This design comes from an exercise in tuning for a short achievable clock period and few clock cycles on the open sky130 flow, not from production work. RTL that was checked went through simulation tests only; none was proved equivalent to the original.

Design nr_power, start of the top module:
module nr_power (
    input  wire        clk,
    input  wire        rst,         
    input  wire        start,       
    input  wire [21:0] len,         
    output wire        idle,
    input  wire        in_valid,
    input  wire [31:0] in_data,     
    output wire        in_ready,
    output reg         done,        
    output reg  [31:0] result       
);
For scale: ~93 I/O pins.
make LEC_CHECK=0 CAP_MARGIN=20 CORE_MARGIN=2 CORE_UTILIZATION=40 PLACE_DENSITY=0.6 SLEW_MARGIN=20 finish   # period 28.0 ns
run.sh (not shown) runs the stock make flow with config.mk's settings and CLKGATE_MAP_FILE= SYNTH_SCRIPT=/design/flow/synth_recipe.tcl, a recipe that flattens the netlist after the stock synthesis.
Testbench counts at the start, summed over its fixed seeds: cycles 49,489.
Rerun with:
--- a/flow/design.v
+++ b/flow/design.v
@@ -9,103 +9,93 @@
     output wire        in_ready,
     output reg         done,        
     output reg  [31:0] result       
 );
     integer i;
     reg         idle_r;
     reg         acc_r;
     reg  [21:0] len_r;
     reg  [2:0]  infl;              
     assign idle = idle_r;
     wire accept = start & idle_r;
-    wire        fin_r4;
-    wire [2:0] infl_n = infl + {2'd0, acc_r} - {2'd0, fin_r4};
+    wire [2:0] infl_n = infl + {2'd0, acc_r} - {2'd0, done};
     always @(posedge clk) begin
         len_r <= len;
         if (rst) begin
             acc_r  <= 1'b0;
             infl   <= 3'd0;
             idle_r <= 1'b1;
         end else begin
             acc_r  <= accept;
             infl   <= infl_n;
             idle_r <= (infl_n <= 3'd2) | ((infl_n == 3'd3) & ~accept);
         end
     end
     reg [4:0] len_k;
     always @(*) begin
         len_k = 5'd0;
         for (i = 0; i < 22; i = i + 1)
             if (len_r[i]) len_k = i[4:0];
     end
     wire [21:0] len_nn = len_r << (5'd21 - len_k);
     reg [21:0] cb_len [0:3];
     reg        cb_nz  [0:3];
-    reg        cb_one [0:3];
     reg [21:0] cb_nn  [0:3];
     reg [4:0]  cb_k   [0:3];
     reg [2:0]  wr_ptr, fd_ptr, dv_ptr;
     always @(posedge clk) begin
         if (acc_r) begin
             cb_len[wr_ptr[1:0]] <= len_r;
             cb_nz [wr_ptr[1:0]] <= |len_r;
-            cb_one[wr_ptr[1:0]] <= (len_r == 22'd1);
             cb_nn [wr_ptr[1:0]] <= len_nn;
             cb_k  [wr_ptr[1:0]] <= len_k;
         end
     end
     wire        hold;              
     wire        slow_nx;           
     reg         in_ready_r;
-    reg         tk_r;              
     reg         feed_act;          
     reg  [21:0] cur_rem;           
     assign in_ready = in_ready_r;
-    wire [2:0]  fd_ptr1 = fd_ptr + 3'd1;
     wire        hd_v   = (wr_ptr != fd_ptr);
     wire        hd_nz  = cb_nz[fd_ptr[1:0]];
-    wire        hd_one = cb_one[fd_ptr[1:0]];
     wire [21:0] hd_len = cb_len[fd_ptr[1:0]];
-    wire        h2_nz  = (wr_ptr != fd_ptr1) & cb_nz[fd_ptr1[1:0]];
-    wire        ended  = tk_r & (cur_rem == 22'd1);
-    wire        act_a  = feed_act & ~ended;
-    wire        pop    = hd_v & ~hold & ~act_a;
-    wire        f_act  = pop ? hd_nz : act_a;
-    wire [21:0] f_rem  = pop ? hd_len : (tk_r ? cur_rem - 22'd1 : cur_rem);
-    wire        f_one  = pop ? hd_one : (tk_r ? (cur_rem == 22'd2) : (cur_rem == 22'd1));
-    wire        f_nxt  = pop ? h2_nz : (hd_v & hd_nz);
-    wire        f_last = f_one & ~f_nxt;
+    wire        rem1   = (cur_rem == 22'd1);
     wire        take   = in_valid & in_ready_r;
+    wire        pop    = hd_v & ~hold & (~feed_act | (take & rem1 & hd_nz));
+    wire        act_n  = pop ? hd_nz : (take ? ~rem1 : feed_act);
     reg         p0_v, p0_end;
     reg  [31:0] p0_d;
     always @(posedge clk) begin
         if (~hold) p0_d <= in_data;
         if (rst) begin
             wr_ptr     <= 3'd0;
             fd_ptr     <= 3'd0;
             in_ready_r <= 1'b0;
-            tk_r       <= 1'b0;
             feed_act   <= 1'b0;
             cur_rem    <= 22'd0;
             p0_v       <= 1'b0;
             p0_end     <= 1'b0;
         end else begin
             if (acc_r) wr_ptr <= wr_ptr + 3'd1;
-            tk_r       <= take;
-            feed_act   <= f_act;
-            cur_rem    <= f_rem;
-            in_ready_r <= ~slow_nx & f_act & ~(take & f_last);
-            if (pop) fd_ptr <= fd_ptr1;
+            feed_act   <= act_n;
+            in_ready_r <= act_n & ~slow_nx;
             if (~hold) begin
                 p0_v   <= take;
-                p0_end <= (take & f_one) | (pop & ~hd_nz);
+                p0_end <= (take & rem1) | (pop & ~hd_nz);
+            end
+            if (pop) begin
+                fd_ptr  <= fd_ptr + 3'd1;
+                cur_rem <= hd_len;
+            end else if (take) begin
+                cur_rem <= cur_rem - 22'd1;
             end
         end
     end
     wire [7:0]  x_e = p0_d[30:23];
     wire [22:0] x_f = p0_d[22:0];
     wire        x_nan  = (x_e == 8'hFF) && (x_f != 23'd0);
     wire        x_inf  = (x_e == 8'hFF) && (x_f == 23'd0);
     wire        x_zero = (x_e == 8'h00) && (x_f == 23'd0);
     wire [23:0] x_m    = {(x_e != 8'h00), x_f};
     reg [4:0] x_lz;
     always @(*) begin
@@ -505,23 +495,22 @@
     reg         r4_v, r4_sp, r4_ovf, r4_up;
     reg  [31:0] r4_spres;
     reg  [30:0] r4_enc;
     always @(posedge clk) begin
         r4_enc   <= f_enc;
         r4_up    <= f_g & (f_r | f_enc[0]);
         r4_ovf   <= r3_ovf;
         r4_sp    <= r3_sp;
         r4_spres <= r3_spres;
         r4_v     <= rst ? 1'b0 : r3_v;
     end
-    assign fin_r4 = r4_v;
     always @(posedge clk) begin
         if (rst) begin
             done   <= 1'b0;
             result <= 32'd0;
         end else begin
             done <= r4_v;
             if (r4_v)
                 result <= r4_sp  ? r4_spres :
                           r4_ovf ? 32'h7F800000 : {1'b0, r4_enc + {30'd0, r4_up}};
         end
     end
The new run completed with no timing, DRC or antenna violations.
Cell count is higher by 0.49%.
Die area rose by 0.68%.
Global-route usage is about the same.
Worst hold slack gains 5.1 ps.
First-iteration DRC count decreases by 13%.
For the second run of this note, only the layout was checked, not whether the RTL still works.

separate check: timing with driven ports:
Ports are ideal in the flow. The routed layouts listed here were re-timed in OpenROAD.
Step 1, drivers: a clkbuf_16 drives clk and a buf_2 each remaining input, both assumed.
Step 2 also shifts input and output timing later by t, the mid clock arrival at the registers, as if the neighbouring blocks saw the same clock.
a / b / c = ideal ports / drivers / drivers and shift; a / b = the first two.
run | shift t [ns] | slack for setup (ns) | worst setup path at the end | worst register clock-pin slew, ns
the first run | 0.919 | 20.363 / 20.335 / 19.604 | input to register | 0.08 / 0.08
the second run | 0.930 | 20.068 / 20.076 / 19.146 | input to register | 0.07 / 0.07
After both steps setup and hold are still met in every run listed. The setup slack of the second run, which loses most, moves by +0.008 ns with the drivers and by -0.922 ns with both steps.
